Source: an optimization exercise on an open RTL-to-GDS flow (aim: small area, a short achievable clock period and few clock cycles). Production flows keep margins and buffers that such runs may drop. The RTL was checked by simulation tests, not by an equivalence proof against the original design. Power figures rest on the tool's default switching activity, not on a simulated workload.

===== flow/design.v =====
module kcpu_core (
    input  wire        clk,
    input  wire        rst,           
    output reg         mem_req,
    output reg         mem_we,
    output reg  [31:0] mem_addr,
    output reg  [31:0] mem_wdata,
    output reg  [3:0]  mem_wstrb,
    input  wire        mem_gnt,
    input  wire        mem_rvalid,
    input  wire [31:0] mem_rdata,
    output reg         retire,
    output reg  [31:0] retire_pc,
    output reg         fault,
    output reg  [2:0]  fault_code,
    input  wire [3:0]  dbg_idx,
    output wire [31:0] dbg_rdata
);
    localparam [32:0] MEM_CAPACITY = 33'd8192;
    localparam [2:0] F_MEM = 3'd1, F_OPC = 3'd2, F_DIV0 = 3'd3, F_IDX = 3'd4;
    localparam [4:0] OP_LOAD = 5'd1, OP_STORE = 5'd2, OP_ADD = 5'd3,
                     OP_SUB = 5'd4, OP_MUL = 5'd5, OP_DIV = 5'd6, OP_OR = 5'd7,
                     OP_AND = 5'd8, OP_XOR = 5'd9, OP_NOT = 5'd10, OP_SHR = 5'd11,
                     OP_SHL = 5'd12, OP_STK = 5'd13, OP_JUMP = 5'd14;
    localparam [2:0] S_FETCH = 3'd0,    
                     S_RDREQ = 3'd1,    
                     S_RDWAIT = 3'd2,   
                     S_EXEC  = 3'd3,    
                     S_WRITE = 3'd4,    
                     S_DIV   = 3'd5,    
                     S_FAULT = 3'd6,
                     S_LDDONE = 3'd7;   
    reg [2:0]  state;
    reg [31:0] x [0:8];
    wire [31:0] pc = x[8];
    assign dbg_rdata = (dbg_idx <= 4'd8) ? x[dbg_idx] : 32'd0;
    reg         rd_fetch;      
    reg  [10:0] rd_base;
    reg  [1:0]  rd_cnt;
    reg  [1:0]  rd_k;
    reg  [31:0] rbuf [0:2];
    reg  [47:0] ir;
    wire [4:0]  opcode = ir[4:0];
    wire        mode   = ir[5];
    wire [1:0]  width  = ir[7:6];
    wire [3:0]  dest   = ir[11:8];
    wire [3:0]  src    = ir[15:12];
    wire [31:0] imm    = ir[47:16];
    wire [95:0] fetch_words = {(rd_k == 2'd2) ? mem_rdata : rbuf[2],
                               (rd_k == 2'd1) ? mem_rdata : rbuf[1],
                               rbuf[0]};
    wire [95:0] fetch_shift = fetch_words >> {pc[1:0], 3'b000};
    wire op_known = (opcode <= OP_JUMP);
    wire is_logic = (opcode == OP_OR) || (opcode == OP_AND) || (opcode == OP_XOR) ||
                    (opcode == OP_NOT) || (opcode == OP_SHR) || (opcode == OP_SHL);
    wire uses_dest = (opcode >= OP_LOAD) && (opcode <= OP_JUMP) &&
                     !((opcode == OP_NOT) && mode) && !((opcode == OP_JUMP) && mode);
    wire uses_src  = ((opcode == OP_STORE) && !mode) ||
                     (((opcode == OP_ADD) || (opcode == OP_SUB)) && !mode) ||
                     (opcode == OP_MUL) || (opcode == OP_DIV) ||
                     (is_logic && (opcode != OP_NOT) && !mode);
    wire is_load_mem  = (opcode == OP_LOAD)  && mode;
    wire is_store_mem = (opcode == OP_STORE) && mode;
    wire is_push      = (opcode == OP_STK)   && mode;
    wire is_pop       = (opcode == OP_STK)   && !mode;
    wire sized_access = is_load_mem || is_store_mem || is_push;
    wire [31:0] rd_val  = (dest <= 4'd8) ? x[dest] : 32'd0;
    wire [31:0] rs_val  = (src  <= 4'd8) ? x[src]  : 32'd0;
    wire [31:0] c_val   = x[2];
    wire [31:0] sp_val  = x[6];
    wire [31:0] sp_dec  = sp_val - 32'd4;
    wire [31:0] opb = mode ? imm : rs_val;
    wire [2:0]  nbytes = is_pop ? 3'd4 : (width == 2'd0) ? 3'd1 : (width == 2'd1) ? 3'd2 : 3'd4;
    wire [31:0] daddr = is_push ? sp_val : is_pop ? sp_dec : imm;
    wire        daddr_ok = ({1'b0, daddr} + {30'd0, nbytes}) <= MEM_CAPACITY;
    wire [31:0] jtarget = mode ? imm : rd_val;
    wire        jtarget_ok = ({1'b0, jtarget} + 33'd6) <= MEM_CAPACITY;
    reg         jtaken;
    always @(*) begin
        case (width)
            2'd0: jtaken = (c_val == 32'd0);
            2'd1: jtaken = !c_val[31];
            2'd2: jtaken = c_val[31];
            default: jtaken = 1'b1;
        endcase
    end
    reg        exec_fault;
    reg [2:0]  exec_code;
    always @(*) begin
        exec_fault = 1'b1;
        exec_code  = F_OPC;
        if (!op_known)
            exec_code = F_OPC;
        else if ((uses_dest && dest > 4'd8) || (uses_src && src > 4'd8))
            exec_code = F_IDX;
        else if (sized_access && width == 2'd3)
            exec_code = F_OPC;
        else if ((opcode == OP_DIV) && rs_val == 32'd0)
            exec_code = F_DIV0;
        else if ((is_load_mem || is_store_mem || is_push || is_pop) && !daddr_ok)
            exec_code = F_MEM;
        else if ((opcode == OP_JUMP) && !jtarget_ok)
            exec_code = F_MEM;
        else
            exec_fault = 1'b0;
    end
    wire [31:0] shr_res = (opb > 32'd31) ? 32'd0 : (rd_val >> opb[4:0]);
    wire [31:0] shl_res = (opb > 32'd31) ? 32'd0 : (rd_val << opb[4:0]);
    wire [31:0] mul_res = rd_val * rs_val;
    reg [31:0] logic_res;
    always @(*) begin
        case (opcode)
            OP_OR:   logic_res = rd_val | opb;
            OP_AND:  logic_res = rd_val & opb;
            OP_XOR:  logic_res = rd_val ^ opb;
            OP_NOT:  logic_res = mode ? ~imm : ~rd_val;
            OP_SHR:  logic_res = shr_res;
            default: logic_res = shl_res;
        endcase
    end
    wire [63:0] ld_words = {rbuf[1], rbuf[0]};
    wire [63:0] ld_shift = ld_words >> {daddr[1:0], 3'b000};
    wire [31:0] ld_data  = (nbytes == 3'd1) ? {24'd0, ld_shift[7:0]} :
                           (nbytes == 3'd2) ? {16'd0, ld_shift[15:0]} : ld_shift[31:0];
    wire [63:0] st_lane  = {32'd0, rd_val} << {daddr[1:0], 3'b000};
    wire [3:0]  st_mask  = (nbytes == 3'd1) ? 4'b0001 : (nbytes == 3'd2) ? 4'b0011 : 4'b1111;
    wire [7:0]  st_strb  = {4'd0, st_mask} << daddr[1:0];
    reg         wr_k;      
    reg  [31:0] div_q;      
    reg  [31:0] div_r;      
    reg  [31:0] div_d;      
    reg  [5:0]  div_n;
    reg         div_qneg, div_rneg;
    wire [32:0] div_trial = {div_r, div_q[31]} - {1'b0, div_d};
    wire        div_signed = mode;
    wire        n_neg = div_signed && rd_val[31];
    wire        d_neg = div_signed && rs_val[31];
    wire [31:0] quo_res = div_qneg ? (32'd0 - div_q) : div_q;
    wire [31:0] rem_res = div_rneg ? (32'd0 - div_r) : div_r;
    reg         wa_en, wb_en;
    reg  [3:0]  wa_idx, wb_idx;
    reg  [31:0] wa_data, wb_data;
    always @(*) begin
        wa_en = 1'b0; wa_idx = 4'd0; wa_data = 32'd0;
        wb_en = 1'b0; wb_idx = dest; wb_data = 32'd0;
        case (opcode)
            OP_LOAD:  begin wb_en = 1'b1; wb_data = mode ? ld_data : imm; end
            OP_STORE: begin wb_en = !mode; wb_data = rs_val; end
            OP_ADD:   begin wb_en = 1'b1; wb_data = rd_val + opb; end
            OP_SUB:   begin wb_en = 1'b1; wb_data = rd_val - opb; end
            OP_MUL:   begin wb_en = 1'b1; wb_idx = 4'd4; wb_data = mul_res; end
            OP_DIV:   begin
                wa_en = 1'b1; wa_idx = 4'd4; wa_data = rem_res;
                wb_en = 1'b1; wb_idx = 4'd5; wb_data = quo_res;
            end
            OP_OR, OP_AND, OP_XOR, OP_NOT, OP_SHR, OP_SHL: begin
                wb_en = 1'b1; wb_idx = 4'd2; wb_data = logic_res;
            end
            OP_STK: begin
                if (mode) begin
                    wb_en = 1'b1; wb_idx = 4'd6; wb_data = sp_dec;
                end else begin
                    wa_en = 1'b1; wa_idx = 4'd6; wa_data = sp_dec;
                    wb_en = 1'b1; wb_data = ld_data;
                end
            end
            OP_JUMP:  begin wb_en = jtaken; wb_idx = 4'd8; wb_data = jtarget; end
            default: ;
        endcase
    end
    wire exec_simple = !(is_load_mem || is_pop || is_store_mem || is_push || (opcode == OP_DIV));
    wire wr_last     = wr_k || (st_strb[7:4] == 4'd0);
    wire commit = ((state == S_EXEC) && !exec_fault && exec_simple) ||
                  (state == S_LDDONE) ||
                  ((state == S_WRITE) && mem_gnt && wr_last) ||
                  ((state == S_DIV) && (div_n == 6'd32));
    integer i;
    always @(posedge clk) begin
        if (rst) begin
            state      <= S_FETCH;
            for (i = 0; i < 9; i = i + 1) x[i] <= 32'd0;
            fault      <= 1'b0;
            fault_code <= 3'd0;
            retire     <= 1'b0;
            retire_pc  <= 32'd0;
            mem_req    <= 1'b0;
            mem_we     <= 1'b0;
            mem_addr   <= 32'd0;
            mem_wdata  <= 32'd0;
            mem_wstrb  <= 4'd0;
            rd_fetch   <= 1'b0;
            rd_base    <= 11'd0;
            rd_cnt     <= 2'd0;
            rd_k       <= 2'd0;
            wr_k       <= 1'b0;
            ir         <= 48'd0;
            div_q <= 32'd0; div_r <= 32'd0; div_d <= 32'd0; div_n <= 6'd0;
            div_qneg <= 1'b0; div_rneg <= 1'b0;
            for (i = 0; i < 3; i = i + 1) rbuf[i] <= 32'd0;
        end else begin
            retire <= 1'b0;
            case (state)
                S_FETCH: begin
                    if (({1'b0, pc} + 33'd6) > MEM_CAPACITY) begin
                        fault      <= 1'b1;
                        fault_code <= F_MEM;
                        state      <= S_FAULT;
                    end else begin
                        rd_fetch <= 1'b1;
                        rd_base  <= pc[12:2];
                        rd_cnt   <= (pc[1:0] == 2'd3) ? 2'd3 : 2'd2;
                        rd_k     <= 2'd0;
                        mem_req  <= 1'b1;
                        mem_we   <= 1'b0;
                        mem_addr <= {19'd0, pc[12:2], 2'b00};
                        state    <= S_RDREQ;
                    end
                end
                S_RDREQ: begin
                    if (mem_gnt) begin
                        mem_req <= 1'b0;
                        state   <= S_RDWAIT;
                    end
                end
                S_RDWAIT: begin
                    if (mem_rvalid) begin
                        rbuf[rd_k] <= mem_rdata;
                        if (rd_k + 2'd1 == rd_cnt) begin
                            if (rd_fetch) begin
                                ir    <= fetch_shift[47:0];
                                state <= S_EXEC;
                            end else begin
                                state <= S_LDDONE;
                            end
                        end else begin
                            rd_k     <= rd_k + 2'd1;
                            mem_req  <= 1'b1;
                            mem_addr <= {19'd0, rd_base + {9'd0, rd_k} + 11'd1, 2'b00};
                            state    <= S_RDREQ;
                        end
                    end
                end
                S_EXEC: begin
                    if (exec_fault) begin
                        fault      <= 1'b1;
                        fault_code <= exec_code;
                        state      <= S_FAULT;
                    end else if (is_load_mem || is_pop) begin
                        rd_fetch <= 1'b0;
                        rd_base  <= daddr[12:2];
                        rd_cnt   <= ({1'b0, daddr[1:0]} + nbytes > 3'd4) ? 2'd2 : 2'd1;
                        rd_k     <= 2'd0;
                        mem_req  <= 1'b1;
                        mem_we   <= 1'b0;
                        mem_addr <= {19'd0, daddr[12:2], 2'b00};
                        state    <= S_RDREQ;
                    end else if (is_store_mem || is_push) begin
                        wr_k      <= 1'b0;
                        mem_req   <= 1'b1;
                        mem_we    <= 1'b1;
                        mem_addr  <= {19'd0, daddr[12:2], 2'b00};
                        mem_wdata <= st_lane[31:0];
                        mem_wstrb <= st_strb[3:0];
                        state     <= S_WRITE;
                    end else if (opcode == OP_DIV) begin
                        div_q    <= n_neg ? (32'd0 - rd_val) : rd_val;
                        div_d    <= d_neg ? (32'd0 - rs_val) : rs_val;
                        div_r    <= 32'd0;
                        div_n    <= 6'd0;
                        div_qneg <= n_neg ^ d_neg;
                        div_rneg <= n_neg;
                        state    <= S_DIV;
                    end
                end
                S_WRITE: begin
                    if (mem_gnt) begin
                        if (!wr_last) begin
                            wr_k      <= 1'b1;
                            mem_addr  <= {19'd0, daddr[12:2] + 11'd1, 2'b00};
                            mem_wdata <= st_lane[63:32];
                            mem_wstrb <= st_strb[7:4];
                        end else begin
                            mem_req <= 1'b0;
                            mem_we  <= 1'b0;
                        end
                    end
                end
                S_DIV: begin
                    if (div_n != 6'd32) begin
                        if (div_trial[32]) begin
                            div_r <= {div_r[30:0], div_q[31]};
                            div_q <= {div_q[30:0], 1'b0};
                        end else begin
                            div_r <= div_trial[31:0];
                            div_q <= {div_q[30:0], 1'b1};
                        end
                        div_n <= div_n + 6'd1;
                    end
                end
                default: ;  
            endcase
            if (commit) begin
                if (wa_en) x[wa_idx] <= wa_data;
                if (wb_en) x[wb_idx] <= wb_data;
                if (!(wa_en && wa_idx == 4'd8) && !(wb_en && wb_idx == 4'd8))
                    x[8] <= pc + 32'd6;
                retire    <= 1'b1;
                retire_pc <= pc;
                state     <= S_FETCH;
            end
        end
    end
endmodule

===== flow/constraint.sdc =====
create_clock -name core_clock -period 14.0 [get_ports {clk}]
set_input_delay 2.8000 -clock core_clock [delete_from_list [all_inputs] [get_ports {clk}]]
set_output_delay 2.8000 -clock core_clock [all_outputs]
set_load 0.01 [all_outputs]

===== flow/run.sh =====
#!/bin/bash
# synth_recipe.tcl (not shown) runs the flow's synth.tcl, then flattens the netlist and writes it again
# the make line also repeats each setting of config.mk as NAME=value (left out here)
make -C /OpenROAD-flow-scripts/flow DESIGN_CONFIG=/design/flow/config.mk WORK_HOME=/design/flow/orfs CLKGATE_MAP_FILE= SYNTH_SCRIPT=/design/flow/synth_recipe.tcl finish

===== flow/config.mk =====
export PLATFORM = sky130hd
export DESIGN_NAME = kcpu_core
export DESIGN_NICKNAME = kcpu_core
export VERILOG_FILES = /design/flow/design.v
export SDC_FILE = /design/flow/constraint.sdc
export NUM_CORES = 4
export LEC_CHECK = 0
export CAP_MARGIN = 20
export CORE_MARGIN = 2
export CORE_UTILIZATION = 30
export PLACE_DENSITY = 0.5
export SLEW_MARGIN = 20

==> summary.txt <==
synth_stat cells (38+ instances only):
master,n
a211oi_1,160
a21oi_1,407
a221oi_1,50
a31oi_1,66
and2_1,47
and3_1,118
buf_1,89
buf_2,101
buf_4,38
clkbuf_1,465
dfxtp_1,266
edfxtp_1,584
fa_1,412
ha_1,268
inv_1,690
mux2_2,72
mux2i_1,346
mux4_2,352
nand2_1,732
nand2b_1,117
nand3_1,202
nand4_1,40
nor2_1,1092
nor2b_1,64
nor3_1,124
nor4_1,52
o211ai_1,52
o21a_1,52
o21ai_0,369
o221ai_1,58
o22ai_1,143
o31ai_1,46
or3_1,53
xnor2_1,308
xor2_1,99
path summary, 6_finish.rpt:
| kind | to | cells after the start | slack (ns) | startpoint |
|---|---|---|---|---|
| hold reg to reg | mem_req$_SDFFE_PP0P_ | 2 | 0.46 | mem_req$_SDFFE_PP0P_ |
| setup reg to reg | x[13][26]$_DFFE_PP_ | 32 | 1.57 | register |
| setup / recovery | x[13][26]$_DFFE_PP_ | 32 | 1.57 | register |
| hold / removal | mem_req$_SDFFE_PP0P_ | 2 | 0.46 | mem_req$_SDFFE_PP0P_ |
layer usage:
metal  part of all wire  up-vias  routed length, um  global-route usage
li1                   -    30466                  -                   -
met1               0.40    37752             171000               0.405
met2               0.42     4906             177000               0.444
met3               0.11      964              47300              0.0796
met4              0.067       16              28300               0.167
met5            0.00026        -                111                   0
worst min-delay path: cells and delay by family (launching register included):
family,cells,cell delay [ns]
flip-flops,1,0.32
AND/OR/NAND/NOR,1,0.06
AO/OA/AOI/OAI,1,0.05
cells in the final DEF, fill, tap and decap left out, types with 307 or more instances in the layout:
cell	Yosys	final
nor2_1	1092	1082
nand2_1	732	728
inv_1	690	686
edfxtp_1	584	584
fa_1	412	412
a21oi_1	407	407
o21ai_0	369	366
mux4_2	352	352
mux2i_1	346	345
buf_4	38	327
xnor2_1	308	307
report_power, final:
| group | total [uW] | switching, uW | internal [uW] |
|---|---|---|---|
| Clock | 2860 | 1220 | 1630 |
| Combinational | 4760 | 3000 | 1760 |
| Sequential | 2960 | 164 | 2790 |
| Total | 10600 | 4390 | 6190 |
flip-flops by register name, summed over array words and instances (netlist names), 2 cells and up, named ones only:
register / cells
x: 512
rd_base: 11
rbuf: 72
ir: 48
mem_addr: 11
mem_wstrb: 4
state: 3
mem_wdata: 32
retire_pc: 32
div_r: 32
fault_code: 3
div_q: 32
div_n: 6
div_d: 32
rd_k: 2
rd_cnt: 2
final cells by class:
| class | count | area share |
|---|---|---|
| clock buffer | 139 | 0.0321 |
| antenna | 9 | 0.000252 |
| inverter | 713 | 0.0299 |
| sequential | 850 | 0.256 |
| multi-input combinational | 6364 | 0.579 |
| tap | 3533 | 0.0494 |
| timing repair buffer | 490 | 0.0461 |
| clock inverter | 54 | 0.00737 |
per-stage QoR:
stage               power (uW)  cell area [um2]  utilization  hold slack (ns)  setup WS, ns
finish                   10600            89500        0.337            0.464          1.57
global route             11100            89500        0.337            0.481          1.15
CTS                      10500            89500        0.337            0.469          1.88
detailed placement        7640            85900        0.324            0.458          1.92
global placement          7610            85800        0.324            0.453          1.99
floorplan                 6070            80100            -            0.445          4.32
kinds of logic (layout without fill, tap and decap cells):
logic type | after synthesis | in the layout | share of synthesized area
AOI/OAI and AO/OA | 1734 | 1734 | 0.143
xor gates and xnor gates | 407 | 407 | 0.0445
adders and majority gates | 682 | 682 | 0.145
buffers and inverters | 1437 | 1396 | 0.0737
DFF | 850 | 850 | 0.286
muxes | 772 | 772 | 0.153
other | 1 | 30 | 0.0000468
and+or+nand+nor | 2748 | 2748 | 0.155
==> run_results.csv <==
group,metric,value,unit
run_status,status,"timing/DRC/antenna clean",
synthesis,netlist_top_cells_area,"edfxtp_1 (22%), fa_1 (10%), mux4_2 (9.9%)",
job,max-cap-violations,0,
final_layout,multi_input_area,0.0518,mm2
sta,fin_crit_sh,0.888,
worst_setup_path,start_kind,"register",
routing,via_per_inst,6.10,
sta,worstMarginPinSlew,1.34,ns
final_layout,final_nets,9241,
clocking,tritoncts,"built",
grt,grt_pass1_wl,580,mm
floorplan,die_area,0.271,mm2
grt,grt_max_degree,81,
synthesis,ys_seq_elements,850,
final_layout,syn2layout_area_growth,11.8,%
grt,overflow,0,
sta,fin_skew,0.0644,ns
clocking,ctsLongestPathBuffers,3,
synthesis,synth-edff-count,584,
sta,period_minus_slack,12.43,ns
synthesis,ys_seq_area_frac,0.286,
clocking,clk_pin_slew_worst_paths,0.06,ns
clocking,cts_made_buffers,102,
synthesis,syn-cell-area,0.0801,mm2
floorplan,start_util,0.302,
grt,grt_pass1_vias,71050,
worst_setup_path,cpPeakStageDelay,0.89,ns
synthesis,synth_top_area_share,0.219,
worst_setup_path,path_delay_family,"compound AO/OA/AOI/OAI gates",
clocking,ctsHtreeMaxLevel,3,
floorplan,die_h,521,um
floorplan,rows,189,
sta,hold_viol,0,
routing,drc,0,
final_layout,layoutNonFillerInstCount,12152,
pwr,ir_drop,0.330,mV
clocking,clock-sinks,850,
sta,maxSlewHeadroom,0.0941,
routing,drtAntennaViolNets,0,
placed_design,io_buffers,157,
final_layout,fillers,27288,
worst_setup_path,path_max_fanout,59,
worst_setup_path,crit_slowest_cell,"buf_4",
routing,firstDrtPassIters,7,
sta,grt_setup_unrepaired,"false",
floorplan,die_w,521,um
floorplan,ios,179,
worst_setup_path,critPathKind,"register to register",
synthesis,avgSynthCellArea,9.28,um2
routing,wl_per_cell,34.9,um
grt,track_usage,0.303,
worst_hold_path,hp-class,"register to register",
routing,drt-total-wl,424,mm
worst_setup_path,crit_arrival,12.91,ns
synthesis,yosysUniqueCellTypes,116,
routing,vias,74104,
worst_setup_path,cp-end-kind,"register",
pwr,p_leak,0.0339,uW
worst_setup_path,path_buf_inv,9,
clocking,ctsResizeCount,0,
synthesis,synth.largest_area_cell,"edfxtp_1",
floorplan,core_region_area,0.265,mm2
placed_design,dpl.cell_count,11948,
clocking,clockRootBuffer,"clkbuf_16",
synthesis,synthArstFlopShare,0,
clocking,post_cts_buffers,0,
placed_design,globalplace.congestion,1.06,
sta,setup_viol,0,
sta,fmax,80.5,MHz
sta,fin_setup_tns,0,ns
final_layout,final-seq-area,0.0229,mm2
sta,slew_violations,0,
clocking,clk_latency,0.80,ns
placed_design,dp_hpwl,314,mm
final_layout,layout-drive-gt1-share,0.126,
synthesis,synth_cells,8631,
grt,antenna_found_initial,28,
worst_setup_path,cp_data_required_time,14.49,ns
routing,first_iter_violations,10967,
pwr,power_density,118,mW/mm2
synthesis,ys_warn_count,1,
clocking,holdBufCountCts,0,
synthesis,synthFlopType,"edfxtp_1",
Testbench counts, summed over its fixed seeds: cycles 119,479.

[afterwards: timing with drivers on the ports]
How much do the figures lean on ideal ports? The routed layout below was timed once more, with nothing changed but the port constraints. Step 1: set_driving_cell puts a clkbuf_16 on clk and a buf_2 on each other input, an assumption about the parent block. Step 2 also shifts input and output timing later by t, the mid clock arrival at the registers, as if the neighbouring blocks saw the same clock. a / b / c = ideal ports / drivers / drivers and shift; a / b = the first two.
t (ns): 0.870
setup WS [ns]: 1.573 / 1.573 / 1.573
worst data-port slew with drivers (ns): 0.07
After both steps this run still meets setup and hold. The setup slack of this run moves by 0.000 ns with the drivers and by 0.000 ns with both steps.
